Context: an optimization exercise on an open-source flow, tuned for small area, a short achievable clock period and few clock cycles per item. The choices shown serve that exercise and are no tape-out recipe.
RTL that was checked went through simulation tests only; none was proved equivalent to the original.
Power is estimated from default activity; no workload was simulated.

==> flow/design.v (excerpt) <==
module sscore_enc (
    input             clk,
    input             rst,         
    input             start,
    input      [47:0] in_len,
    output            idle,
    input             in_valid,
    output            in_ready,
    input       [7:0] in_data,
    output            out_valid,
    input             out_ready,
    output     [15:0] out_cp
);
==> flow/config.mk <==
export PLATFORM = sky130hd
export DESIGN_NAME = sscore_enc
export DESIGN_NICKNAME = sscore_enc
export VERILOG_FILES = /design/flow/design.v
export SDC_FILE = /design/flow/constraint.sdc
export NUM_CORES = 4
export LEC_CHECK = 0
export ABC_CLOCK_PERIOD_IN_PS = 2500
export CAP_MARGIN = 20
export CORE_MARGIN = 2
export CORE_UTILIZATION = 40
export SLEW_MARGIN = 20
==> flow/constraint.sdc <==
create_clock -name core_clock -period 8.0 [get_ports {clk}]
set_input_delay 1.6000 -clock core_clock [delete_from_list [all_inputs] [get_ports {clk}]]
set_output_delay 1.6000 -clock core_clock [all_outputs]
set_load 0.01 [all_outputs]
standard.sh (not shown) runs the stock make flow with config.mk's settings and CLKGATE_MAP_FILE= SYNTH_SCRIPT=/design/flow/synth_recipe.tcl, a recipe that flattens the netlist after the stock synthesis.
==> flow/flow/run.sh <==
#!/bin/bash
# Layout flow: the standard flow (standard synthesis unchanged), with the
# ports buffered by the smallest buffer and setup repair aimed 5.35 ns past the
# clock period.  make's output goes to standard.log; ORFS's own per-step logs
# stay under orfs/logs.
set -euo pipefail
bash standard.sh SETUP_SLACK_MARGIN=5.35 "BUFFER_PORTS_ARGS=-buffer_cell sky130_fd_sc_hd__buf_1" finish > standard.log 2>&1
The starting point went through all stages and came out clean.
Testbench counts at the start, summed over its fixed seeds: cycles 65,110, bytes 62,998.
Next try:
==> flow/flow/run.sh (replaced) <==
#!/bin/bash
# Layout flow: the standard flow (standard synthesis unchanged), with the
# ports buffered by the smallest buffer and setup repair aimed 5.2 ns past the
# clock period.  make's output goes to standard.log; ORFS's own per-step logs
# stay under orfs/logs.
set -euo pipefail
bash standard.sh SETUP_SLACK_MARGIN=5.2 "BUFFER_PORTS_ARGS=-buffer_cell sky130_fd_sc_hd__buf_1" finish > standard.log 2>&1
Result: Design area decreases by 6.4%; final cell count decreases by 4.6%; clock power decreases by 7.2%; synthesized area is unchanged; worst hold slack improved by 0.018 ns.


The RTL this note starts from:
==> flow/design.v <==
module sscore_enc (
    input             clk,
    input             rst,         
    input             start,
    input      [47:0] in_len,
    output            idle,
    input             in_valid,
    output            in_ready,
    input       [7:0] in_data,
    output            out_valid,
    input             out_ready,
    output     [15:0] out_cp
);
    localparam [1:0] M_SCAN = 2'b00, M_ZERO = 2'b01, M_FF = 2'b10, M_PAT = 2'b11;
    reg         idle_q;
    reg         hdr;         
    reg  [1:0]  hidx;
    reg  [47:0] R;           
    reg  [3:0]  wc;          
    reg  [7:0]  w [0:8];
    reg         inrdy;
    reg         eoi;         
    reg         ovalid;
    reg  [11:0] osym;
    reg         al;          
    reg         go;          
    reg         sgo;         
    reg  [1:0]  mode;
    reg  [9:0]  c;           
    reg         ph;          
    reg         ending;      
    reg         lastpair;    
    reg         sblk;        
    reg  [1:0]  se;          
    assign idle      = idle_q;
    assign in_ready  = inrdy;
    assign out_valid = ovalid;
    assign out_cp    = {4'hE, osym};
    wire can   = !ovalid || out_ready;
    wire push  = in_valid && inrdy;
    wire step  = go && can;
    wire sfire = sgo && can;
    wire hfire = hdr && can;
    wire [7:0] w0 = w[0], w1 = w[1], w2 = w[2], w3 = w[3];
    wire [7:0] w4 = w[4], w5 = w[5], w6 = w[6], w7 = w[7];
    wire z0 = (w0 == 8'h00), z1 = (w1 == 8'h00), z2 = (w2 == 8'h00), z3 = (w3 == 8'h00);
    wire f0 = (w0 == 8'hFF), f1 = (w1 == 8'hFF), f2 = (w2 == 8'hFF), f3 = (w3 == 8'hFF);
    wire e0 = (w0 == w2), e1 = (w1 == w3), e2 = (w2 == w4);
    wire e3 = (w3 == w5), e4 = (w4 == w6), e5 = (w5 == w7);
    wire ge2 = (wc >= 4'd2), ge4 = (wc >= 4'd4), ge5 = (wc >= 4'd5);
    wire ge6 = (wc >= 4'd6), ge8 = (wc >= 4'd8);
    wire zero4 = ge4 && z0 && z1 && z2 && z3;
    wire ff4   = ge4 && f0 && f1 && f2 && f3;
    wire pat4  = ge8 && e0 && e1 && e2 && e3 && e4 && e5;
    wire m1    = ge4 && e0 && e1;            
    wire m2    = ge6 && e2 && e3;            
    wire m1n   = ge5 && e1 && e2;            
    wire cont  = ge2 && ((mode == M_ZERO) ? z1 : f1);
    wire [9:0] c1 = c + 10'd1;
    wire [9:0] c2 = c + 10'd2;
    wire c1max = (c == 10'd1022);
    wire zfend = !cont || (c1 == 10'd1023);
    reg         demit;
    reg  [11:0] dsym;
    always @(*) begin
        demit = 1'b0;
        dsym  = {4'h0, w0};
        case (mode)
            M_SCAN: demit = !(zero4 || ff4 || pat4);
            M_PAT: begin
                if (!ph && !ending && (se != 2'd3) && !m2) begin
                    demit = 1'b1;
                    dsym  = {M_PAT, c2};
                end else begin
                    demit = ending && !(ph && lastpair);
                    dsym  = {4'h0, w1};
                end
            end
            default: begin
                demit = zfend;
                dsym  = {mode, c1};
            end
        endcase
    end
    reg  [11:0] hsym, ssym;
    always @(*) begin
        case (hidx)
            2'd0: hsym = R[47:36];
            2'd1: hsym = R[35:24];
            2'd2: hsym = R[23:12];
            default: hsym = R[11:0];
        endcase
        case (se)
            2'd0: ssym = {M_PAT, c1};
            2'd1: ssym = {4'h0, w0};
            default: ssym = {4'h0, w1};
        endcase
    end
    wire        emit = hfire || sfire || (step && demit);
    wire [11:0] esym = hdr ? hsym : (sgo ? ssym : dsym);
    wire hi0    = (R[47:4] == 44'd0);
    wire fin    = !idle_q && !hdr && hi0 && (R[3:0] == 4'd0) && can;
    wire hdr_n  = hdr && !(can && hidx == 2'd3);
    wire body_n = !idle_q && !fin && !hdr_n;
    reg sblk_n;
    always @(*) begin
        sblk_n = sblk;
        if (sfire)
            sblk_n = (se != 2'd2);
        else if (step && mode == M_PAT) begin
            if (!ph) sblk_n = 1'b0;
            else if (!lastpair) sblk_n = !ending && (!m1n || c1max);
        end
    end
    wire       shA    = !al && (push || eoi);
    wire       sh     = step || shA;
    wire       al_up  = shA && (wc == 4'd7);
    wire       al_n   = al || al_up;
    wire [3:0] wc_n   = al_up ? (eoi ? R[3:0] : 4'd8) :
                        (wc - {3'b000, step} + {3'b000, push || shA});
    wire       eoi_n  = eoi || (hi0 && (R[3:0] == wc + {3'b000, push}));
    wire       rdy_n  = al_n && ((wc_n >= 4'd8) || (eoi_n && (wc_n != 4'd0)));
    wire       ld7    = push && (!al || (step ? (wc == 4'd8) : (wc == 4'd7)));
    wire       ld8    = push && al && (step ? (wc == 4'd9) : (wc == 4'd8));
    integer j;
    always @(posedge clk) begin
        for (j = 0; j < 7; j = j + 1)
            if (sh) w[j] <= w[j + 1];
        if (ld7)     w[7] <= in_data;
        else if (sh) w[7] <= w[8];
        if (ld8)     w[8] <= in_data;
        if (emit) osym <= esym;
        R <= idle_q ? in_len : R - {47'd0, step};
        if (idle_q)      hidx <= 2'd0;
        else if (hfire)  hidx <= hidx + 2'd1;
        if (step) begin
            case (mode)
                M_SCAN: c <= 10'd1;
                M_PAT: begin
                    if (!ph && !ending && (se != 2'd3)) c <= c1;
                    else if (!ph && (se == 2'd3) && m1) c <= 10'd0;
                end
                default: c <= zfend ? 10'd0 : c1;
            endcase
        end
        if (rst) begin
            idle_q <= 1'b1;
            hdr    <= 1'b0;
            wc     <= 4'd0;
            inrdy  <= 1'b0;
            ovalid <= 1'b0;
            go     <= 1'b0;
            sgo    <= 1'b0;
            mode   <= M_SCAN;
            ph     <= 1'b0;
            ending <= 1'b0;
            lastpair <= 1'b0;
            sblk   <= 1'b0;
            se     <= 2'd0;
        end else begin
            if (emit) ovalid <= 1'b1;
            else if (out_ready) ovalid <= 1'b0;
            if (idle_q) begin
                wc <= 4'd0;
                al <= 1'b0;
                if (start) begin
                    idle_q <= 1'b0;
                    hdr    <= 1'b1;
                    inrdy  <= (in_len != 48'd0);
                    eoi    <= (in_len == 48'd0);
                end
            end else begin
                wc    <= wc_n;
                al    <= al_n;
                eoi   <= eoi_n;
                inrdy <= !fin && !eoi_n && (wc_n != 4'd9);
                if (fin) idle_q <= 1'b1;
                hdr   <= hdr_n;
            end
            go   <= body_n && rdy_n && !sblk_n;
            sgo  <= body_n && rdy_n && sblk_n;
            sblk <= sblk_n;
            if (sfire) se <= se + 2'd1;
            if (step) begin
                case (mode)
                    M_SCAN: begin
                        if (zero4)      mode <= M_ZERO;
                        else if (ff4)   mode <= M_FF;
                        else if (pat4) begin
                            mode <= M_PAT;
                            ph   <= 1'b1;
                        end
                    end
                    M_PAT: begin
                        if (!ph) begin
                            ph <= 1'b1;
                            if (ending) begin
                                lastpair <= 1'b1;
                            end else if (se == 2'd3) begin
                                se <= 2'd0;
                                if (!m1) lastpair <= 1'b1;
                            end else if (!m2) begin
                                ending <= 1'b1;
                            end
                        end else begin
                            ph <= 1'b0;
                            if (lastpair) begin
                                mode     <= M_SCAN;
                                ending   <= 1'b0;
                                lastpair <= 1'b0;
                            end
                        end
                    end
                    default: begin
                        if (!cont) mode <= M_SCAN;
                    end
                endcase
            end
        end
    end
endmodule
clock: 8.0 ns
lec_check: 0
abc_clock_period_in_ps: 2500
cap_margin: 20
core_margin: 2
core_utilization: 60
setup_slack_margin: 5
slew_margin: 20
run.sh (not shown) runs the stock make flow with config.mk's settings and CLKGATE_MAP_FILE= SYNTH_SCRIPT=/design/flow/synth_recipe.tcl, a recipe that flattens the netlist after the stock synthesis.
Stock flow here: none of the scripts above is used.
Then changed:
--- a/flow/config.mk
+++ b/flow/config.mk
@@ -9,5 +9,5 @@
 export CAP_MARGIN = 20
 export CORE_MARGIN = 2
-export CORE_UTILIZATION = 60
+export CORE_UTILIZATION = 40
 export SETUP_SLACK_MARGIN = 5
 export SLEW_MARGIN = 20
- non-clock buffer count drops by 23
- utilization drops by 27 points
- register-to-register slack improves by 0.20 ns
- final area drops by 1.6%
- sequential cell count stays the same
- synthesized cell count stays the same
- total power climbs by about 0.7%
- via count drops by about 7%
- global-route usage drops by 11 points
- setup slack improves by 0.11 ns
- clock power climbs by about 4.6%
Function was not checked in any run of this note: the RTL went through the layout flow alone.

==> what the ideal ports hide <==
In the flow no input, the clock included, has a driving cell. The finished layouts below were timed again as built, in two steps. Step 1 (the two cells are an assumption about what drives the block):
set clk [get_ports {clk}]
set_driving_cell -lib_cell sky130_fd_sc_hd__clkbuf_16 $clk
set_driving_cell -lib_cell sky130_fd_sc_hd__buf_2 [delete_from_list [all_inputs] $clk]
Step 2, shift: input delay + t, output delay - t, t = (earliest + latest rising clock arrival at the registers) / 2. This alone moves slack from input paths to output paths. Three values: ideal ports, drivers, drivers and shift; two values: the first two.
| run | t (ns) | slack for setup (ns) | hold slack, ns | worst slew at a driven data input, ns | cell pins on the clock port's net |
|---|---|---|---|---|---|
| the first run of note 1 | 0.489 | 5.258 / 5.268 / 4.779 | 0.454 / 0.454 / 0.454 | 0.04 | 1 |
| the second run of note 1 | 0.484 | 5.207 / 5.201 / 4.792 | 0.472 / 0.472 / 0.472 | 0.04 | 1 |
| the first run of note 2 | 0.474 | 4.359 / 4.351 / 3.877 | 0.474 / 0.474 / 0.474 | 0.05 | 1 |
| the second run of note 2 | 0.491 | 4.466 / 4.463 / 3.972 | 0.478 / 0.478 / 0.478 | 0.05 | 1 |
After both steps setup and hold are still met in every run listed. The setup slack of the second run of note 2, which loses most, moves by -0.003 ns with the drivers and by -0.494 ns with both steps.
